From an optimization exercise on the open Yosys and OpenROAD flow, aimed at small area, a short achievable clock period and few clock cycles per item; shortcuts taken in it are not production practice.
Function was checked by simulation only, so behaviour that the tests miss may differ from the original.
No activity file was given, so power comes from the tool's default toggle rates.

## flow/run.sh

```bash
#!/bin/bash
# synth_recipe.tcl (not shown) runs the flow's synth.tcl, then flattens the netlist and writes it again
# the make line also repeats each setting of config.mk as NAME=value (left out here)
make -C /OpenROAD-flow-scripts/flow DESIGN_CONFIG=/design/flow/config.mk WORK_HOME=/design/flow/orfs CLKGATE_MAP_FILE= SYNTH_SCRIPT=/design/flow/synth_recipe.tcl finish
```

## flow/config.mk

```make
export PLATFORM = sky130hd
export DESIGN_NAME = lzw_dec
export DESIGN_NICKNAME = lzw_dec
export VERILOG_FILES = /design/flow/design.v
export SDC_FILE = /design/flow/constraint.sdc
export NUM_CORES = 4
export LEC_CHECK = 0
export CAP_MARGIN = 20
export CORE_MARGIN = 2
export CORE_UTILIZATION = 30
export SLEW_MARGIN = 20
```

## flow/constraint.sdc

```tcl
create_clock -name core_clock -period 15.0 [get_ports {clk}]
set_input_delay 3.0000 -clock core_clock [delete_from_list [all_inputs] [get_ports {clk}]]
set_output_delay 3.0000 -clock core_clock [all_outputs]
set_load 0.01 [all_outputs]
```

## flow/design.v

```verilog
module lzw_dec (
    input  wire       clk,
    input  wire       rst,
    input  wire       in_valid,
    input  wire [8:0] in_code,
    output wire       in_ready,
    output wire       out_valid,
    output wire [7:0] out_data,
    output wire       out_end,
    output wire       out_err,
    input  wire       out_ready
);
    localparam integer K  = 8;                  
    localparam integer CW = 4;                  
    reg [8:0] dpre [1:255];
    reg [7:0] dch  [1:255];
    reg       b_v;
    reg [8:0] b_c;
    assign in_ready = !b_v;
    wire take = in_valid && !b_v;
    localparam [1:0] H_EMPTY = 2'd0;            
    localparam [1:0] H_FRESH = 2'd1;            
    localparam [1:0] H_WALK  = 2'd2;            
    reg [1:0] hs;
    reg [8:0] node;
    reg [8:0] cur;                              
    reg [8:0] prev_code;
    reg [7:0] prev_first;
    reg       have_prev;
    reg       skip;                             
    reg [9:0] next_code;                        
    reg       cont;                             
    reg       inpass;                           
    reg [8:0] hl;                               
    reg [8:0] plen;                             
    reg          wp, rp;
    reg          full0, full1;
    reg [CW-1:0] cnt0, cnt1;
    reg          end0, end1, err0, err1;
    reg [8*K-1:0] st0, st1;                     
    wire fresh   = (hs == H_FRESH);
    wire walking = (hs == H_WALK);
    wire wfull   = wp ? full1 : full0;
    wire nx_full = next_code[9];
    wire cls_lit  = !node[8];
    wire cls_end  = (node == 9'd256);
    wire cls_dict = node[8] && (node[7:0] != 8'd0) &&
                    (nx_full || (node[7:0] < next_code[7:0]));
    wire cls_kwk  = node[8] && !nx_full && (node[7:0] == next_code[7:0]) && have_prev;
    wire cls_bad  = node[8] && !cls_end && !cls_dict && !cls_kwk;
    wire       kwk_hop = fresh && cls_kwk;
    wire [8:0] hp  = kwk_hop ? prev_code  : dpre[node[7:0]];
    wire [7:0] hch = kwk_hop ? prev_first : dch[node[7:0]];
    wire       at_root = !hp[8];
    wire go_fresh = fresh && !skip && !wfull;
    wire f_end    = go_fresh && (cls_end || cls_bad);
    wire f_lit    = go_fresh && cls_lit;
    wire f_hop    = go_fresh && (cls_dict || cls_kwk);
    wire w_hop    = walking && (inpass || !wfull);
    wire hop      = f_hop || w_hop;
    wire p1_done  = hop && !cont && at_root;
    wire c_done   = hop && cont && (hl == 9'd1);
    wire pass_done = p1_done || c_done || f_lit || f_end;
    wire [8:0] hops1  = fresh ? 9'd0 : hl;      
    wire [8:0] len1   = hops1 + 9'd2;           
    wire       long1  = (len1 > K);
    wire       more   = (plen > K);
    wire [8:0] cc     = fresh ? node : cur;
    wire adv = (hs == H_EMPTY) || (fresh && skip) || f_lit || f_end ||
               (p1_done && !long1) || (c_done && !more);
    wire [7:0] root = cls_lit ? node[7:0] : hp[7:0];
    always @(posedge clk) begin
        if (!nx_full) begin
            dpre[next_code[7:0]] <= prev_code;
            dch[next_code[7:0]]  <= root;
        end
    end
    reg       o_v, o_e, o_r, s_v, s_e, s_r;
    reg [7:0] o_d, s_d;
    assign out_valid = o_v;
    assign out_data  = o_d;
    assign out_end   = o_e;
    assign out_err   = o_r;
    wire       rfull  = rp ? full1 : full0;
    wire [CW-1:0] rcnt = rp ? cnt1 : cnt0;
    wire       t_end  = rp ? end1 : end0;
    wire       t_err  = rp ? err1 : err0;
    wire [7:0] t_dat  = rp ? st1[7:0] : st0[7:0];
    wire       pop    = rfull && !s_v;
    wire       pop_last = pop && (rcnt == 1);
    wire push1 = (hop && !p1_done) || f_lit;    
    wire push2 = p1_done;                       
    wire [7:0] pdat = f_lit ? node[7:0] : hch;
    function [CW-1:0] sat_add;
        input [CW-1:0] c;
        input [1:0]    d;
        begin
            sat_add = (c + d > K) ? K[CW-1:0] : c + d;
        end
    endfunction
    always @(posedge clk) begin
        if (wp == 1'b0 && push2)      st0 <= {st0[8*K-17:0], hch, hp[7:0]};
        else if (wp == 1'b0 && push1) st0 <= {st0[8*K-9:0], pdat};
        else if (rp == 1'b0 && pop)   st0 <= {8'd0, st0[8*K-1:8]};
        if (wp == 1'b1 && push2)      st1 <= {st1[8*K-17:0], hch, hp[7:0]};
        else if (wp == 1'b1 && push1) st1 <= {st1[8*K-9:0], pdat};
        else if (rp == 1'b1 && pop)   st1 <= {8'd0, st1[8*K-1:8]};
    end
    always @(posedge clk) begin
        if (rst) begin
            b_v <= 1'b0; b_c <= 9'd0;
            hs <= H_EMPTY; node <= 9'd0; cur <= 9'd0;
            prev_code <= 9'd0; prev_first <= 8'd0; have_prev <= 1'b0;
            skip <= 1'b0; next_code <= 10'd257;
            cont <= 1'b0; inpass <= 1'b0; hl <= 9'd0; plen <= 9'd0;
            wp <= 1'b0; rp <= 1'b0; full0 <= 1'b0; full1 <= 1'b0;
            cnt0 <= 0; cnt1 <= 0; end0 <= 1'b0; end1 <= 1'b0; err0 <= 1'b0; err1 <= 1'b0;
            o_v <= 1'b0; o_e <= 1'b0; o_r <= 1'b0; o_d <= 8'd0;
            s_v <= 1'b0; s_e <= 1'b0; s_r <= 1'b0; s_d <= 8'd0;
        end else begin
            if (adv) begin
                if (b_v) begin
                    node <= b_c; hs <= H_FRESH; b_v <= 1'b0;
                end else if (take) begin
                    node <= in_code; hs <= H_FRESH;
                end else begin
                    hs <= H_EMPTY;
                end
            end else begin
                if (take) begin
                    b_c <= in_code; b_v <= 1'b1;
                end
                if (p1_done || c_done) begin
                    node <= cc; hs <= H_WALK;
                end else if (hop) begin
                    node <= hp; hs <= H_WALK;
                end
            end
            if (fresh && skip && cls_end) skip <= 1'b0;
            if (f_hop) cur <= node;
            if (hop) inpass <= !pass_done;
            if (f_hop && !p1_done) begin
                hl <= 9'd1; cont <= 1'b0;
            end else if (w_hop && !cont && !p1_done) begin
                hl <= hl + 9'd1;
            end else if (p1_done && long1) begin
                cont <= 1'b1; plen <= len1 - K; hl <= len1 - K;
            end else if (c_done) begin
                if (more) begin
                    plen <= plen - K; hl <= plen - K;
                end else begin
                    cont <= 1'b0;
                end
            end else if (hop && cont) begin
                hl <= hl - 9'd1;
            end
            if (f_end) begin
                next_code <= 10'd257; have_prev <= 1'b0;
                if (cls_bad) skip <= 1'b1;
            end
            if (f_lit || p1_done) begin
                prev_code  <= cc;
                prev_first <= root;
                have_prev  <= 1'b1;
                if (have_prev && !nx_full) next_code <= next_code + 10'd1;
            end
            if (pass_done) wp <= ~wp;
            if (wp == 1'b0) begin
                if (pass_done) begin full0 <= 1'b1; end0 <= f_end; err0 <= cls_bad; end
                if (f_end) cnt0 <= 1;
                else if (push2) cnt0 <= sat_add(cnt0, 2'd2);
                else if (push1) cnt0 <= sat_add(cnt0, 2'd1);
            end
            if (wp == 1'b1) begin
                if (pass_done) begin full1 <= 1'b1; end1 <= f_end; err1 <= cls_bad; end
                if (f_end) cnt1 <= 1;
                else if (push2) cnt1 <= sat_add(cnt1, 2'd2);
                else if (push1) cnt1 <= sat_add(cnt1, 2'd1);
            end
            if (pop) begin
                if (rp == 1'b0) begin
                    cnt0 <= cnt0 - 1'b1;
                    if (pop_last) full0 <= 1'b0;
                end else begin
                    cnt1 <= cnt1 - 1'b1;
                    if (pop_last) full1 <= 1'b0;
                end
                if (pop_last) rp <= ~rp;
            end
            if (o_v && !out_ready) begin
                if (pop) begin
                    s_v <= 1'b1; s_d <= t_dat; s_e <= t_end; s_r <= t_err;
                end
            end else begin
                if (s_v) begin
                    o_v <= 1'b1; o_d <= s_d; o_e <= s_e; o_r <= s_r; s_v <= 1'b0;
                end else if (pop) begin
                    o_v <= 1'b1; o_d <= t_dat; o_e <= t_end; o_r <= t_err;
                end else begin
                    o_v <= 1'b0;
                end
            end
        end
    end
endmodule
```

==> impl_results.md <==
- Number of max-cap violations: 0
- Int Power: 22.7 mW
- Sequential fraction of the synthesis area: 76.0%
- Buffers on Ports: 24
- Leakage: 62.8 nW
- Synth Flop Type: edfxtp_1
- Worst path top cell family by delay: buffers and inverters
- Most frequent cell after synthesis: edfxtp_1
- Fin cells: roughly 17,000
- Power density over cell area: 149 mW/mm^2
- Final HPWL DP: 276,000 um
- Core footprint: 0.597 sq mm
- Via count: 89,000
- Crit path largest cell delay: 860 ps
- Fin crit share: 50.5%
- Clock sink count: 4,588
- Pwr Total: slightly above 30 mW
- Synth unique cells: 77
- CTS tree: yes
- Antenna viol nets, final: 0
- Crit start category: flip-flop
- Post-Place Cells: around 16,000
- FF+latch count, synth: 4,588
- Starting Density: 30.1%
- Hold depth: 2
- Die width: 778 um
- Routability cong.: around 0.88
- Top-Level Pins: 25
- Final wirelength: roughly 470,000 um
- Average footprint of a synthesized cell: approximately 21 sq um
- CTS max path bufs: 4
- Initial antenna violation count: 22
- Initial DRC Count: 11,700
- First-pass GRT wire length: roughly 670,000 um
- Tmin final: 7580 ps
- Post-CTS Setup Inserts: 0
- Synth top cells by count: edfxtp_1 (4,463), mux4_2 (1,274), nor2_1 (528)
- Area Growth Syn to Fin: 14.7%
- Slowest CP cell: buf_4
- Mapped Nets: 8,531
- Switching pwr: 8.05 mW
- Ranking of synthesized cells by area: edfxtp_1 (75%), mux4_2 (16%), dfxtp_1 (1.4%), mux2i_1 (1.1%), nor2_1 (1.1%)
- Nets@finish: 8,919
- Synth async-reset ratio: 0%
- R2R cell count: 13
- Logic gate share of total power: between 10% and 20%
- Critical R2R Capture: dch[126][0]
- Clk Latency, worst-skew pair: 1030 ps
- Syn Std Cell Area: roughly 0.18 sq mm
- Slew HR: 14.8%
- Post-DP Area: between 0.15 and 0.2 sq mm
- Largest net degree at the start of global routing: 194
- Fin Hold WS: 450 ps
- Number of remaining DRC errors: 0
- Clk_skew: 78.5 ps
- Gr ovfl total: 0
- CP max FO: 96
- Slew Viols, Final: 0
- Clock network power share: 35.6%
- Final setup fails: 0
- CP Buf/Inv Count: 4
- Worst-margin pin slew: 1260 ps
- Final instance area: 0.206 sq mm
- Vias in the first global route: between 80,000 and 90,000
- Die area: 0.605 sq mm
- CTS H-tree depth: 5
- Worst-path clk slew: about 60 ps
- Max VDD drop: 0.123 mV
- Place WS: approximately 7000 ps
- Fill count: 54,900
- CTS Hold Buffers Added: 0
- End of the worst hold path: prev_first[1]
- Die Y: 778 um
- Root Buffer: clkbuf_16
- EDFF count, synth: 4,463
- Fmax: 132 MHz
- Hold path start: prev_first[1]
- Gr usage total: 15.1%
- CP Cell Sequence: buf_12 -> buf_4 -> buf_4 -> mux4_2 -> mux4_2 -> nor3_1 -> nor3_1 -> nand3_1 -> nand3_1 -> o21ai_0 -> nor2_1 -> mux2_8 -> buf_4
- Worst hold path type: flip-flop to flip-flop
- Vias per inst: 5.16
- Critical Path RT: around 16,000 ps
- Most used cell, CP: buf_4
- Critical Setup Path Class: flip-flop to flip-flop
- Crit path capture type: flip-flop
- Seq pwr share: 49.2%
- CTS resizes: 0
- Warnings from Yosys: 1
- Endpoints failing hold: 0
- R2R setup slack: 7420 ps
- RSZ-0062 raised after global routing: no
- Top-area cell type share of the netlist area: 74.6%
- CTS buffer count: 446
- Setup ws final: 7420 ps
- Status: complete, no violations
- Sw Share: a little over a quarter
- CP Data Arrival Time: about 8300 ps
- Routed WL per cell: 27.4 um
- Fin util: 34.5%
- Synth area leader: edfxtp_1
- Cells after Synth: 8,486
- Share of layout cells above drive strength 1: 27.8%
- Router iterations before antenna repair: 7
- Num rows: approximately 280
- Setup TNS Final: 0 ps
[layer usage]
layer	up-vias	GRT usage [%]	routed length (um)
li1	36100	-	-
met1	47800	20.7	189000
met2	4229	24.5	225000
met3	759	2.78	40700
met4	6	4.94	16700
met5	-	0	39
[cell families (layout without fill, tap and decap cells)]
kind of cell	Yosys count	in the layout	synth area share, %
fa+ha+maj	32	32	0.223
other cells	0	7	0
compound gates	690	690	2.40
xor+xnor	28	28	0.136
flops	4588	4588	76.0
mux	1503	1503	17.3
simple gates	1104	1104	2.65
buf+inv	541	1293	1.37
[worst max-delay path by stage]
stage	start	end	slack (ps)	cells after the start
2_1_floorplan	prev_code[2]	dch[100][2]	1910	4
3_3_place_gp	flip-flop	dch[122][0]	7220	13
3_5_place_dp	flip-flop	dch[122][0]	7040	13
4_1_cts	flip-flop	dch[121][0]	7000	13
5_1_grt	flip-flop	dch[126][0]	6920	13
6_report	flip-flop	dch[126][0]	7420	13
[cells in the final DEF (no fill, tap or decap), types with 16 or more instances in the layout]
cell and instances:
a211oi_1 32, a21oi_1 305, a22o_1 19, a22oi_1 111, a31oi_1 16, and3_1 18, buf_12 17, buf_4 381
bufinv_16 38, clkbuf_1 93, clkbuf_16 449, clkdlybuf4s50_1 23, clkinv_1 110, clkinv_2 75, dfxtp_1 108, edfxtp_1 4463
ha_1 32, inv_1 49, mux2_2 21, mux2i_1 200, mux4_2 1274, nand2_1 287, nand2b_1 25, nand3_1 77
nand4_1 29, nor2_1 346, nor2_2 174, nor2b_1 26, nor3_1 30, o21ai_0 81, xnor2_1 20
[sequential cells by signal (all words and copies together) (netlist names), 2 cells and up, named ones only]
| name | flops |
|---|---|
| o_d | 8 |
| hl | 9 |
| hs | 2 |
| cnt0 | 4 |
| node | 9 |
| plen | 9 |
| dch | 2040 |
| cnt1 | 4 |
| cur | 9 |
| b_c | 9 |
| dpre | 2295 |
| next_code | 10 |
| prev_code | 9 |
| prev_first | 8 |
| s_d | 8 |
| st1 | 64 |
| st0 | 64 |
[cell type report]
cell class	instances	area (sq um)	share of cell area [%]
tap	8008	10000	4.86
multi-input combinational	3357	41500	20.1
clock buffer	544	11600	5.64
timing repair buffer	430	3600	1.75
clock inverter	268	2570	1.25
inverter	51	191	0.0929
antenna	7	17.5	0.00850
sequential	4588	137000	66.3
[worst reg2reg max path: stages (launching register included)]
cell and delay [ps]:
dfxtp_4 790, buf_12 620, buf_4 870, buf_4 910
mux4_2 390, mux4_2 290, nor3_1 70, nor3_1 530
nand3_1 260, nand3_1 150, o21ai_0 100, nor2_1 740
mux2_8 670, buf_4 720
[power groups by stage]
stage               clock, mW  combinational (mW)  sequential (mW)
global route             11.6                4.94             15.2
detailed placement          0                4.68             15.4
CTS                      11.1                4.70             15.1
floorplan                   0                2.75             15.7
global placement            0                4.56             15.4
finish                   11.0                4.69             15.1
Testbench counts, summed over its fixed seeds: cycles 63,751, items 61,365.

port drivers added, routing unchanged:
In the flow no input, the clock included, has a driving cell. The finished layout below was timed again as built, in two steps.
Step 1 (the two cells are an assumption about what drives the block):
set clk [get_ports {clk}]
set_driving_cell -lib_cell sky130_fd_sc_hd__clkbuf_16 $clk
set_driving_cell -lib_cell sky130_fd_sc_hd__buf_2 [delete_from_list [all_inputs] $clk]
Step 2 times the ports against the registers' clock, not the clock port: input delays grow and output delays shrink by t, the midpoint of the rising clock arrivals with the driver on.
Slacks: ideal ports / drivers / drivers and shift; pairs: ideal ports / drivers.
t (ns): 1.117
setup slack, ns: 7.421 / 7.421 / 7.421
worst hold slack (ns): 0.450 / 0.450 / 0.450
latest minus earliest clock arrival (ns): 0.084 / 0.084
worst slew at a driven data input, ns: 0.05
After both steps this run still meets setup and hold. For this run, drivers alone change the setup slack by 0.000 ns; drivers and shift together by 0.000 ns.
